Background: an optimization exercise with open tools, aiming at small area. Do not read the settings as production practice. Only simulation tests tie the RTL to the original design; equivalence was not proved. The flow treats the clock pin as an ideal source, which a real chip does not have. Power is estimated from default activity; no workload was simulated.

==> run R <==
// lacap
module lacap #(
    parameter [31:0] BASE = 32'h5020_0000
) (
    input  wire        clk,
    input  wire        rst,           
    input  wire        bus_valid,
    input  wire        bus_write,
    input  wire [8:0]  bus_addr,      
    input  wire [31:0] bus_wdata,
    output reg         bus_rvalid,
    output reg  [31:0] bus_rdata,
    input  wire [28:0] lines,
    output wire        mem_we,
    output wire [31:0] mem_addr,
    output wire [31:0] mem_wdata
);
export LEC_CHECK = 0
export CAP_MARGIN = 20
export CORE_MARGIN = 2
export CORE_UTILIZATION = 65
export SLEW_MARGIN = 20
create_clock -name core_clock -period 12.0 [get_ports {clk}]
standard.sh (not shown) runs the stock make flow with config.mk's settings and CLKGATE_MAP_FILE= SYNTH_SCRIPT=/design/flow/synth_recipe.tcl, a recipe that flattens the netlist after the stock synthesis.
==> flow/flow/run.sh <==
#!/bin/bash
# Layout flow: the standard ORFS flow (standard synthesis, floorplan,
# tap cells and power grid unchanged), with two changes:
#  - ports are buffered with sky130_fd_sc_hd__buf_1 instead of the larger
#    cell buffer_ports picks by default (every port still gets a buffer);
#  - clock tree synthesis uses clkbuf_8 with sink clusters of at most 15
#    flip-flops, and inserts no dummy loads.
# Each tool's full output goes to ORFS's own logs (orfs/logs) and the make
# output to flow_make.log in the work folder.
set -euo pipefail
cd "$(dirname "${BASH_SOURCE[0]}")/.."
export BUFFER_PORTS_ARGS="-buffer_cell sky130_fd_sc_hd__buf_1"
export CTS_ARGS="-sink_clustering_enable -repair_clock_nets -dont_use_dummy_load -buf_list sky130_fd_sc_hd__clkbuf_8 -sink_clustering_size 15 -sink_clustering_max_diameter 80"
bash standard.sh > flow_make.log 2>&1
==> run F (differences from run R) <==
--- a/flow/design.v
+++ b/flow/design.v
@@ -56,18 +56,32 @@
     input  wire [4:0]  isr_count,      
     output wire        will_push,
     output wire [31:0] push_word,
     output wire [31:0] new_bits,       
     output wire [30:0] isr_load,       
     output wire [4:0]  isr_count_next
 );
-    wire [5:0] total = {1'b0, isr_count} + {(count_field == 5'd0), count_field};
+    wire [5:0] n = {(count_field == 5'd0), count_field};
+    reg  [5:0] total;
+    reg  [4:0] e;              
+    reg        c, b;
+    integer i;
+    always @(*) begin
+        c = 1'b0;
+        b = 1'b1;
+        for (i = 0; i < 5; i = i + 1) begin
+            total[i] = isr_count[i] ^ n[i] ^ c;
+            c = (isr_count[i] & n[i]) | (c & (isr_count[i] ^ n[i]));
+            e[i] = isr_count[i] ^ ~in_base[i] ^ b;
+            b = (isr_count[i] & ~in_base[i]) | (b & (isr_count[i] ^ ~in_base[i]));
+        end
+        total[5] = n[5] ^ c;
+    end
     assign will_push      = total[5];
     assign isr_count_next = total[4:0];
-    wire [4:0]  e  = isr_count - in_base;
     wire [31:0] r0 = {3'b000, lines & (~29'd0 << in_base)};
     wire [31:0] r1 = e[0] ? {r0[30:0], r0[31]}    : r0;
     wire [31:0] r2 = e[1] ? {r1[29:0], r1[31:30]} : r1;
     wire [31:0] r3 = e[2] ? {r2[27:0], r2[31:28]} : r2;
     wire [31:0] r4 = e[3] ? {r3[23:0], r3[31:24]} : r3;
     wire [31:0] r5 = e[4] ? {r4[15:0], r4[31:16]} : r4;
     assign new_bits = r5;
@@ -96,16 +110,30 @@
     wire        one2 = p[4] ^ p[3];
     wire        two2 = p[5] | (p[4] & p[3]);
     wire [19:0] m0 = ({1'b0, s} & {20{one0}}) | ({s, 1'b0} & {20{two0}});
     wire [19:0] m1 = ({1'b0, s} & {20{one1}}) | ({s, 1'b0} & {20{two1}});
     wire [19:0] m2 = ({1'b0, s} & {20{one2}}) | ({s, 1'b0} & {20{two2}});
     wire [24:0] r0 = {{5{neg0}}, m0 ^ {20{neg0}}};
     wire [24:0] r1 = {{3{neg1}}, m1 ^ {20{neg1}}, 2'b00};
-    wire [24:0] r2 = {1'b0, m2, 4'b0000};
-    wire [24:0] index = r0 + r1 + r2 + {20'd0, add} + {24'd0, neg0} + {22'd0, neg1, 2'b00};
+    wire [24:0] r2 = {1'b0, m2, 1'b0, neg1, 1'b0, neg0};
+    wire [24:0] x  = {20'd0, add};
+    wire [24:0] s1 = r0 ^ r1 ^ r2;
+    wire [24:0] c1 = {(r0[23:0] & r1[23:0]) | (r0[23:0] & r2[23:0]) | (r1[23:0] & r2[23:0]), 1'b0};
+    wire [24:0] s2 = s1 ^ c1 ^ x;
+    wire [24:0] c2 = {(s1[23:0] & c1[23:0]) | (s1[23:0] & x[23:0]) | (c1[23:0] & x[23:0]), 1'b0};
+    reg  [24:0] index;
+    reg         cy;
+    integer i;
+    always @(*) begin
+        cy = 1'b0;
+        for (i = 0; i < 25; i = i + 1) begin
+            index[i] = s2[i] ^ c2[i] ^ cy;
+            cy = (s2[i] & c2[i]) | (cy & (s2[i] ^ c2[i]));
+        end
+    end
     assign word   = index[24:5];
     assign offset = index[4:0];
 endmodule
 module lacap #(
     parameter [31:0] BASE = 32'h5020_0000
 ) (
     input  wire        clk,
@@ -144,14 +172,41 @@
     localparam R_GEO_PC       = 7'd80;
     localparam R_GEO_SC       = 7'd81;
     localparam R_BAU_PIN      = 7'd82;
     localparam R_BAU_SAMPLE   = 7'd83;
     localparam R_BAU_REQ      = 7'd84;
     localparam R_BAU_WORD     = 7'd85;
     localparam R_BAU_OFFSET   = 7'd86;
+    function [32:0] radd;    
+        input [31:0] a;
+        input [31:0] b;
+        input        cin;
+        integer i;
+        reg c;
+        begin
+            c = cin;
+            for (i = 0; i < 32; i = i + 1) begin
+                radd[i] = a[i] ^ b[i] ^ c;
+                c = (a[i] & b[i]) | (c & (a[i] ^ b[i]));
+            end
+            radd[32] = c;
+        end
+    endfunction
+    function rgt;
+        input [31:0] a;
+        input [31:0] b;
+        integer i;
+        reg g;
+        begin
+            g = 1'b0;
+            for (i = 0; i < 32; i = i + 1)
+                g = (a[i] & ~b[i]) | (~(a[i] ^ b[i]) & g);
+            rgt = g;
+        end
+    endfunction
     reg         slot_out;          
     reg  [4:0]  su_pc;
     reg  [4:0]  wrap_bottom;
     reg  [4:0]  wrap_top;
     reg         su_en;
     reg  [4:0]  in_base;
     reg  [15:0] clkdiv_int;
@@ -187,54 +242,56 @@
                            (widx >= R_GEO_PC && widx <= R_BAU_OFFSET));
     wire        hw = bus_valid &&  bus_write;
     wire        hr = bus_valid && !bus_write;
     wire [31:0] v  = bus_wdata;
     wire        hwa = hw && aligned;
     wire        hi0 = (v[31:16] == 16'd0);
     wire        v_in   = (v[15:5] == 11'b010_00000_000);
-    wire        v_wait = (v[15:8] == 8'b001_00000) && (v[6:5] == 2'd0) && (v[4:0] <= 5'd28);
+    wire        v_wait = (v[15:8] == 8'b001_00000) && (v[6:5] == 2'd0) && !rgt({27'd0, v[4:0]}, 32'd28);
     wire        v_ok   = v_in || v_wait;
     reg         w_seq;
     reg         w_bad;
     always @(*) begin
         w_seq = 1'b0;
         w_bad = 1'b0;
         case (widx)
             R_SU_CTRL:      w_bad = (v[31:3] != 29'd0);
             R_SU_CLKDIV:    begin w_seq = su_en; w_bad = (v[7:0] != 8'd0) || (v[31:16] == 16'd0); end
-            R_SU_PINCTRL:   begin w_seq = su_en; w_bad = (v > 32'd28); end
+            R_SU_PINCTRL:   begin w_seq = su_en; w_bad = rgt(v, 32'd28); end
             R_SU_SHIFTCTRL: begin w_seq = su_en; w_bad = (v != 32'd3); end
             R_SU_WRAP:      begin w_seq = su_en;
-                                  w_bad = (v[31:13] != 19'd0) || (v[7:5] != 3'd0) || (v[4:0] > v[12:8]); end
-            R_SU_PC:        begin w_seq = su_en; w_bad = (v > 32'd31); end
+                                  w_bad = (v[31:13] != 19'd0) || (v[7:5] != 3'd0) || rgt({27'd0, v[4:0]}, {27'd0, v[12:8]}); end
+            R_SU_PC:        begin w_seq = su_en; w_bad = rgt(v, 32'd31); end
             R_SU_INSTR:     begin w_seq = su_en; w_bad = !hi0; end
             R_LA_ERR:       w_bad = !hi0;
             R_TE_READ:      begin w_seq = te_busy; w_bad = (v != RXQ_ADDR); end
             R_TE_WRITE:     begin w_seq = te_busy; w_bad = (v[1:0] != 2'b00); end
             R_TE_COUNT:     w_seq = te_busy;
             R_TE_CTRL:      begin
                                 w_bad = (v[31:1] != 31'h1A);
                                 w_seq = te_busy || (!w_bad && v[0] && !te_rd_ok);
                             end
-            R_GEO_PC:       w_bad = (v == 32'd0) || (v > 32'd32);
-            R_GEO_SC:       w_bad = (v > 32'd500000);
-            R_BAU_PIN:      w_bad = (v > 32'd31);
-            R_BAU_SAMPLE:   w_bad = (v > 32'd524287);
+            R_GEO_PC:       w_bad = (v == 32'd0) || rgt(v, 32'd32);
+            R_GEO_SC:       w_bad = rgt(v, 32'd500000);
+            R_BAU_PIN:      w_bad = rgt(v, 32'd31);
+            R_BAU_SAMPLE:   w_bad = rgt(v, 32'd524287);
             default:        if (is_imem) begin w_seq = su_en; w_bad = !hi0; end
         endcase
     end
     wire w_ok = hwa && !w_seq && !w_bad;    
     wire rd_rxq   = hr && aligned && (widx == R_SU_RXQ);
     wire host_pop = rd_rxq && !rxq_empty;
     wire rd_claim = hr && aligned && (widx == R_SLOT_CLAIM);
     wire wr_rel   = hwa && (widx == R_SLOT_RELEASE);
     wire rel_ok   = slot_out && (v == 32'd0);
     wire [23:0] div256   = {clkdiv_int, clkdiv_frac};
-    wire [24:0] phase_up = {1'b0, phase[23:8] + 17'd1, phase[7:0]};
-    wire [25:0] phase_dn = {1'b0, phase_up} - {2'b00, div256};
+    wire [32:0] ph_inc   = radd({16'd0, phase[23:8]}, 32'd0, 1'b1);
+    wire [24:0] phase_up = {ph_inc[16:0], phase[7:0]};
+    wire [32:0] ph_sub   = radd({7'd0, phase_up}, ~{8'd0, div256}, 1'b1);
+    wire [25:0] phase_dn = ph_sub[25:0];
     wire        su_run   = su_en && !su_fault;
     wire        tick     = su_run && !phase_dn[25];
     wire        rd_instr = (widx == R_SU_INSTR);
     wire [15:0] fetched;
     wire        fetched_ok;
     wire [15:0] hr_imem;
     lacap_imem u_imem (
@@ -271,14 +328,15 @@
         .isr_count      (isr_count),
         .will_push      (in_push),
         .push_word      (in_word),
         .new_bits       (in_bits),
         .isr_load       (in_load),
         .isr_count_next (in_count)
     );
+    wire [32:0] pc_inc = radd({27'd0, su_pc}, 32'd0, 1'b1);
     wire in_stall   = in_push && rxq_full;
     wire t_complete = tick && ((is_in && !in_stall) || (is_wait && wait_ok));
     wire t_stall    = tick && ((is_in && in_stall) || (is_wait && !wait_ok));
     wire t_illegal  = tick && !i_ok;
     wire su_push    = t_complete && is_in && in_push;
     wire te_step = te_busy && !rxq_empty && !rd_rxq;
     assign mem_we    = te_step;
@@ -383,15 +441,15 @@
             if (t_complete) begin
                 stalled <= 1'b0;
                 if (inj_valid)
                     inj_valid <= 1'b0;
                 else if (su_pc == wrap_top)
                     su_pc <= wrap_bottom;
                 else
-                    su_pc <= su_pc + 5'd1;
+                    su_pc <= pc_inc[4:0];
                 if (is_in)
                     isr_count <= in_count;
             end
             if (t_stall)
                 stalled <= 1'b1;
             if (t_illegal)
                 su_fault <= 1'b1;
@@ -439,30 +497,33 @@
             if (t_illegal)                        err_ill <= 1'b1;
             if ((bus_valid && !mapped) || (hw && mapped && !w_seq && w_bad))
                                                   err_res <= 1'b1;
             if (rd_rxq && rxq_empty)              err_emp <= 1'b1;
             if (hw && mapped && w_seq)            err_seq <= 1'b1;
         end
     end
+    wire [32:0] te_waddr_inc = radd({2'b00, te_waddr}, 32'd0, 1'b1);
+    wire [32:0] te_count_dec = radd(te_count, ~32'd0, 1'b0);
+    wire [32:0] te_done_inc  = radd(te_done, 32'd0, 1'b1);
     always @(posedge clk) begin
         if (rst) begin
             te_rd_ok         <= 1'b0;
             te_waddr         <= 30'd0;
             te_count         <= 32'd0;
             te_done          <= 32'd0;
             te_busy          <= 1'b0;
             geo_pin_count    <= 6'd1;
             geo_sample_count <= 19'd0;
             bau_pin          <= 5'd0;
             bau_sample       <= 19'd0;
         end else begin
             if (te_step) begin
-                te_waddr <= te_waddr + 30'd1;
-                te_count <= te_count - 32'd1;
-                te_done  <= te_done + 32'd1;
+                te_waddr <= te_waddr_inc[29:0];
+                te_count <= te_count_dec[31:0];
+                te_done  <= te_done_inc[31:0];
                 if (te_count == 32'd1)
                     te_busy <= 1'b0;
             end
             if (w_ok && widx == R_TE_READ)
                 te_rd_ok <= 1'b1;
             if (w_ok && widx == R_TE_WRITE)
                 te_waddr <= v[31:2];
CORE_UTILIZATION = 72   (was 65)
==> run H (differences from run R) <==
--- a/flow/design.v
+++ b/flow/design.v
@@ -56,18 +56,32 @@
     input  wire [4:0]  isr_count,      
     output wire        will_push,
     output wire [31:0] push_word,
     output wire [31:0] new_bits,       
     output wire [30:0] isr_load,       
     output wire [4:0]  isr_count_next
 );
-    wire [5:0] total = {1'b0, isr_count} + {(count_field == 5'd0), count_field};
+    wire [5:0] n = {(count_field == 5'd0), count_field};
+    reg  [5:0] total;
+    reg  [4:0] e;              
+    reg        c, b;
+    integer i;
+    always @(*) begin
+        c = 1'b0;
+        b = 1'b1;
+        for (i = 0; i < 5; i = i + 1) begin
+            total[i] = isr_count[i] ^ n[i] ^ c;
+            c = (isr_count[i] & n[i]) | (c & (isr_count[i] ^ n[i]));
+            e[i] = isr_count[i] ^ ~in_base[i] ^ b;
+            b = (isr_count[i] & ~in_base[i]) | (b & (isr_count[i] ^ ~in_base[i]));
+        end
+        total[5] = n[5] ^ c;
+    end
     assign will_push      = total[5];
     assign isr_count_next = total[4:0];
-    wire [4:0]  e  = isr_count - in_base;
     wire [31:0] r0 = {3'b000, lines & (~29'd0 << in_base)};
     wire [31:0] r1 = e[0] ? {r0[30:0], r0[31]}    : r0;
     wire [31:0] r2 = e[1] ? {r1[29:0], r1[31:30]} : r1;
     wire [31:0] r3 = e[2] ? {r2[27:0], r2[31:28]} : r2;
     wire [31:0] r4 = e[3] ? {r3[23:0], r3[31:24]} : r3;
     wire [31:0] r5 = e[4] ? {r4[15:0], r4[31:16]} : r4;
     assign new_bits = r5;
@@ -96,16 +110,30 @@
     wire        one2 = p[4] ^ p[3];
     wire        two2 = p[5] | (p[4] & p[3]);
     wire [19:0] m0 = ({1'b0, s} & {20{one0}}) | ({s, 1'b0} & {20{two0}});
     wire [19:0] m1 = ({1'b0, s} & {20{one1}}) | ({s, 1'b0} & {20{two1}});
     wire [19:0] m2 = ({1'b0, s} & {20{one2}}) | ({s, 1'b0} & {20{two2}});
     wire [24:0] r0 = {{5{neg0}}, m0 ^ {20{neg0}}};
     wire [24:0] r1 = {{3{neg1}}, m1 ^ {20{neg1}}, 2'b00};
-    wire [24:0] r2 = {1'b0, m2, 4'b0000};
-    wire [24:0] index = r0 + r1 + r2 + {20'd0, add} + {24'd0, neg0} + {22'd0, neg1, 2'b00};
+    wire [24:0] r2 = {1'b0, m2, 1'b0, neg1, 1'b0, neg0};
+    wire [24:0] x  = {20'd0, add};
+    wire [24:0] s1 = r0 ^ r1 ^ r2;
+    wire [24:0] c1 = {(r0[23:0] & r1[23:0]) | (r0[23:0] & r2[23:0]) | (r1[23:0] & r2[23:0]), 1'b0};
+    wire [24:0] s2 = s1 ^ c1 ^ x;
+    wire [24:0] c2 = {(s1[23:0] & c1[23:0]) | (s1[23:0] & x[23:0]) | (c1[23:0] & x[23:0]), 1'b0};
+    reg  [24:0] index;
+    reg         cy;
+    integer i;
+    always @(*) begin
+        cy = 1'b0;
+        for (i = 0; i < 25; i = i + 1) begin
+            index[i] = s2[i] ^ c2[i] ^ cy;
+            cy = (s2[i] & c2[i]) | (cy & (s2[i] ^ c2[i]));
+        end
+    end
     assign word   = index[24:5];
     assign offset = index[4:0];
 endmodule
 module lacap #(
     parameter [31:0] BASE = 32'h5020_0000
 ) (
     input  wire        clk,
@@ -144,14 +172,41 @@
     localparam R_GEO_PC       = 7'd80;
     localparam R_GEO_SC       = 7'd81;
     localparam R_BAU_PIN      = 7'd82;
     localparam R_BAU_SAMPLE   = 7'd83;
     localparam R_BAU_REQ      = 7'd84;
     localparam R_BAU_WORD     = 7'd85;
     localparam R_BAU_OFFSET   = 7'd86;
+    function [32:0] radd;    
+        input [31:0] a;
+        input [31:0] b;
+        input        cin;
+        integer i;
+        reg c;
+        begin
+            c = cin;
+            for (i = 0; i < 32; i = i + 1) begin
+                radd[i] = a[i] ^ b[i] ^ c;
+                c = (a[i] & b[i]) | (c & (a[i] ^ b[i]));
+            end
+            radd[32] = c;
+        end
+    endfunction
+    function rgt;
+        input [31:0] a;
+        input [31:0] b;
+        integer i;
+        reg g;
+        begin
+            g = 1'b0;
+            for (i = 0; i < 32; i = i + 1)
+                g = (a[i] & ~b[i]) | (~(a[i] ^ b[i]) & g);
+            rgt = g;
+        end
+    endfunction
     reg         slot_out;          
     reg  [4:0]  su_pc;
     reg  [4:0]  wrap_bottom;
     reg  [4:0]  wrap_top;
     reg         su_en;
     reg  [4:0]  in_base;
     reg  [15:0] clkdiv_int;
@@ -187,54 +242,56 @@
                            (widx >= R_GEO_PC && widx <= R_BAU_OFFSET));
     wire        hw = bus_valid &&  bus_write;
     wire        hr = bus_valid && !bus_write;
     wire [31:0] v  = bus_wdata;
     wire        hwa = hw && aligned;
     wire        hi0 = (v[31:16] == 16'd0);
     wire        v_in   = (v[15:5] == 11'b010_00000_000);
-    wire        v_wait = (v[15:8] == 8'b001_00000) && (v[6:5] == 2'd0) && (v[4:0] <= 5'd28);
+    wire        v_wait = (v[15:8] == 8'b001_00000) && (v[6:5] == 2'd0) && !rgt({27'd0, v[4:0]}, 32'd28);
     wire        v_ok   = v_in || v_wait;
     reg         w_seq;
     reg         w_bad;
     always @(*) begin
         w_seq = 1'b0;
         w_bad = 1'b0;
         case (widx)
             R_SU_CTRL:      w_bad = (v[31:3] != 29'd0);
             R_SU_CLKDIV:    begin w_seq = su_en; w_bad = (v[7:0] != 8'd0) || (v[31:16] == 16'd0); end
-            R_SU_PINCTRL:   begin w_seq = su_en; w_bad = (v > 32'd28); end
+            R_SU_PINCTRL:   begin w_seq = su_en; w_bad = rgt(v, 32'd28); end
             R_SU_SHIFTCTRL: begin w_seq = su_en; w_bad = (v != 32'd3); end
             R_SU_WRAP:      begin w_seq = su_en;
-                                  w_bad = (v[31:13] != 19'd0) || (v[7:5] != 3'd0) || (v[4:0] > v[12:8]); end
-            R_SU_PC:        begin w_seq = su_en; w_bad = (v > 32'd31); end
+                                  w_bad = (v[31:13] != 19'd0) || (v[7:5] != 3'd0) || rgt({27'd0, v[4:0]}, {27'd0, v[12:8]}); end
+            R_SU_PC:        begin w_seq = su_en; w_bad = rgt(v, 32'd31); end
             R_SU_INSTR:     begin w_seq = su_en; w_bad = !hi0; end
             R_LA_ERR:       w_bad = !hi0;
             R_TE_READ:      begin w_seq = te_busy; w_bad = (v != RXQ_ADDR); end
             R_TE_WRITE:     begin w_seq = te_busy; w_bad = (v[1:0] != 2'b00); end
             R_TE_COUNT:     w_seq = te_busy;
             R_TE_CTRL:      begin
                                 w_bad = (v[31:1] != 31'h1A);
                                 w_seq = te_busy || (!w_bad && v[0] && !te_rd_ok);
                             end
-            R_GEO_PC:       w_bad = (v == 32'd0) || (v > 32'd32);
-            R_GEO_SC:       w_bad = (v > 32'd500000);
-            R_BAU_PIN:      w_bad = (v > 32'd31);
-            R_BAU_SAMPLE:   w_bad = (v > 32'd524287);
+            R_GEO_PC:       w_bad = (v == 32'd0) || rgt(v, 32'd32);
+            R_GEO_SC:       w_bad = rgt(v, 32'd500000);
+            R_BAU_PIN:      w_bad = rgt(v, 32'd31);
+            R_BAU_SAMPLE:   w_bad = rgt(v, 32'd524287);
             default:        if (is_imem) begin w_seq = su_en; w_bad = !hi0; end
         endcase
     end
     wire w_ok = hwa && !w_seq && !w_bad;    
     wire rd_rxq   = hr && aligned && (widx == R_SU_RXQ);
     wire host_pop = rd_rxq && !rxq_empty;
     wire rd_claim = hr && aligned && (widx == R_SLOT_CLAIM);
     wire wr_rel   = hwa && (widx == R_SLOT_RELEASE);
     wire rel_ok   = slot_out && (v == 32'd0);
     wire [23:0] div256   = {clkdiv_int, clkdiv_frac};
-    wire [24:0] phase_up = {1'b0, phase[23:8] + 17'd1, phase[7:0]};
-    wire [25:0] phase_dn = {1'b0, phase_up} - {2'b00, div256};
+    wire [32:0] ph_inc   = radd({16'd0, phase[23:8]}, 32'd0, 1'b1);
+    wire [24:0] phase_up = {ph_inc[16:0], phase[7:0]};
+    wire [32:0] ph_sub   = radd({7'd0, phase_up}, ~{8'd0, div256}, 1'b1);
+    wire [25:0] phase_dn = ph_sub[25:0];
     wire        su_run   = su_en && !su_fault;
     wire        tick     = su_run && !phase_dn[25];
     wire        rd_instr = (widx == R_SU_INSTR);
     wire [15:0] fetched;
     wire        fetched_ok;
     wire [15:0] hr_imem;
     lacap_imem u_imem (
@@ -271,14 +328,15 @@
         .isr_count      (isr_count),
         .will_push      (in_push),
         .push_word      (in_word),
         .new_bits       (in_bits),
         .isr_load       (in_load),
         .isr_count_next (in_count)
     );
+    wire [32:0] pc_inc = radd({27'd0, su_pc}, 32'd0, 1'b1);
     wire in_stall   = in_push && rxq_full;
     wire t_complete = tick && ((is_in && !in_stall) || (is_wait && wait_ok));
     wire t_stall    = tick && ((is_in && in_stall) || (is_wait && !wait_ok));
     wire t_illegal  = tick && !i_ok;
     wire su_push    = t_complete && is_in && in_push;
     wire te_step = te_busy && !rxq_empty && !rd_rxq;
     assign mem_we    = te_step;
@@ -383,15 +441,15 @@
             if (t_complete) begin
                 stalled <= 1'b0;
                 if (inj_valid)
                     inj_valid <= 1'b0;
                 else if (su_pc == wrap_top)
                     su_pc <= wrap_bottom;
                 else
-                    su_pc <= su_pc + 5'd1;
+                    su_pc <= pc_inc[4:0];
                 if (is_in)
                     isr_count <= in_count;
             end
             if (t_stall)
                 stalled <= 1'b1;
             if (t_illegal)
                 su_fault <= 1'b1;
@@ -439,30 +497,33 @@
             if (t_illegal)                        err_ill <= 1'b1;
             if ((bus_valid && !mapped) || (hw && mapped && !w_seq && w_bad))
                                                   err_res <= 1'b1;
             if (rd_rxq && rxq_empty)              err_emp <= 1'b1;
             if (hw && mapped && w_seq)            err_seq <= 1'b1;
         end
     end
+    wire [32:0] te_waddr_inc = radd({2'b00, te_waddr}, 32'd0, 1'b1);
+    wire [32:0] te_count_dec = radd(te_count, ~32'd0, 1'b0);
+    wire [32:0] te_done_inc  = radd(te_done, 32'd0, 1'b1);
     always @(posedge clk) begin
         if (rst) begin
             te_rd_ok         <= 1'b0;
             te_waddr         <= 30'd0;
             te_count         <= 32'd0;
             te_done          <= 32'd0;
             te_busy          <= 1'b0;
             geo_pin_count    <= 6'd1;
             geo_sample_count <= 19'd0;
             bau_pin          <= 5'd0;
             bau_sample       <= 19'd0;
         end else begin
             if (te_step) begin
-                te_waddr <= te_waddr + 30'd1;
-                te_count <= te_count - 32'd1;
-                te_done  <= te_done + 32'd1;
+                te_waddr <= te_waddr_inc[29:0];
+                te_count <= te_count_dec[31:0];
+                te_done  <= te_done_inc[31:0];
                 if (te_count == 32'd1)
                     te_busy <= 1'b0;
             end
             if (w_ok && widx == R_TE_READ)
                 te_rd_ok <= 1'b1;
             if (w_ok && widx == R_TE_WRITE)
                 te_waddr <= v[31:2];
==> flow/flow/run.sh (replaced) <==
#!/bin/bash
# Layout flow: the standard ORFS flow (standard synthesis, floorplan,
# tap cells and power grid unchanged), with three changes:
#  - ports are buffered with sky130_fd_sc_hd__buf_1 instead of the larger
#    cell buffer_ports picks by default (every port still gets a buffer);
#  - clock tree synthesis uses clkbuf_8 with sink clusters of at most 15
#    flip-flops, and inserts no dummy loads;
#  - after clock tree synthesis, gates off the critical paths are sized
#    down (repair_timing -recover_power, flow/recover.tcl).
# Each tool's full output goes to ORFS's own logs (orfs/logs) and the make
# output to flow_make.log in the work folder.
set -euo pipefail
cd "$(dirname "${BASH_SOURCE[0]}")/.."
export BUFFER_PORTS_ARGS="-buffer_cell sky130_fd_sc_hd__buf_1"
export CTS_ARGS="-sink_clustering_enable -repair_clock_nets -dont_use_dummy_load -buf_list sky130_fd_sc_hd__clkbuf_8 -sink_clustering_size 15 -sink_clustering_max_diameter 80"
export POST_CTS_TCL="$PWD/flow/recover.tcl"
bash standard.sh > flow_make.log 2>&1
==> flow/flow/recover.tcl (new file) <==
# Sourced at the end of ORFS's cts step (POST_CTS_TCL): size down gates
# that have timing slack to spare, then legalize the placement again.
estimate_parasitics -placement
report_design_area
repair_timing -recover_power 100 -verbose
detailed_placement
check_placement -verbose
estimate_parasitics -placement
report_worst_slack
report_design_area
==> summary of the runs <==
Of run H and run F, run F has the higher core utilization (gap 6.5 points).
Against run H, the critical path depth of run R is lower by 9.
The highest maximum frequency belongs to run R, the lowest to run H.
Between run R and run H, the lower clock-buffer cell count is in run H (gap 3).
The lowest sequential share of layout area belongs to run R, the highest to run F.
In sequential power, run H and run R hardly differ.
The highest hold slack belongs to run F, the lowest to run R.
Synthesized area: run H is lower than run R (1.7%).
Run H passed the timing, DRC and antenna checks. Run R went through all stages and came out clean. Run F finished clean.
Register-to-register slack: run R > run H > run F.
Between run F and run R, the lower clock skew is in run F (gap 0.019 ns).
The highest cell count belongs to run R, the lowest to run F.
==> figures <==
quantity	run R	run H	run F
Num CTS Buffers	89	-	87
Clock group power	1.87 mW	1.85 mW	1.85 mW
Number of buffers and inverters on the critical path	2	6	6
Total number of yosys warnings	5	7	7
Placement Setup Slack	1.85 ns	-0.230 ns	-0.281 ns
Run status	timing/DRC/antenna clean	timing/DRC/antenna clean	timing/DRC/antenna clean
Vias in the first global route	41,727	40,116	40,371
Endpoint required time on the critical path	12.59 ns	12.66 ns	12.68 ns
Largest driver fanout on the critical path	32	5	6
Setup repair bufs after CTS	0	-	0
Number of violations reported at the end of detailed-routing iteration 0	8,435	8,371	8,760
Gates resized, CTS repair	0	-	0
Net switching power of the design	1.65 mW	1.64 mW	1.63 mW
FF-to-FF setup slack	3.60 ns	0.85 ns	0.77 ns
CP Depth	30	39	39
Layout non-clock buf frac	0.0319	0.0430	0.0326
Share of post-route cells with drive strength above 1	0.0905	0.0947	0.0987
Post-synthesis simple-gate area fraction	0.125	0.113	0.113
Antenna violations before repair	10	12	10
Global-route wire length before repair	283 mm	275 mm	267 mm
Worst-case clock skew	0.121 ns	0.0821 ns	0.102 ns
Arithmetic-cell share of the synthesized area counting full adders, half adders and majority gates	0.0303	0.0625	0.0625
Slowest Stage Delay on Critical Path	0.86 ns	0.52 ns	0.53 ns

-- re-timing with driven ports --
Ports are ideal in the flow. The routed layouts listed here were re-timed in OpenROAD.
Step 1 sets driving cells, clkbuf_16 on the clock port and buf_2 on the other inputs (assumed; they add their load-dependent delay and slew).
Step 2 times the ports against the registers' clock, not the clock port: input delays grow and output delays shrink by t, the midpoint of the rising clock arrivals with the driver on.
Slacks: ideal / step 1 / step 2; pairs: ideal / step 1.
run | t, ns | setup slack, ns | hold WS [ns] | worst setup path after step 2
run R | 0.777 | 2.463 / 2.445 / 1.668 | 0.447 / 0.447 / 0.447 | input to register
run F | 0.804 | 0.420 / 0.466 / -0.338 | 0.467 / 0.467 / 0.467 | input to register
run H | 0.809 | 0.280 / 0.323 / -0.486 | 0.464 / 0.464 / 0.464 | input to register
With both steps, setup timing fails in run F and run H, where it was met with ideal ports. The setup slack of run R, which loses most, moves by -0.018 ns with the drivers and by -0.795 ns with both steps.
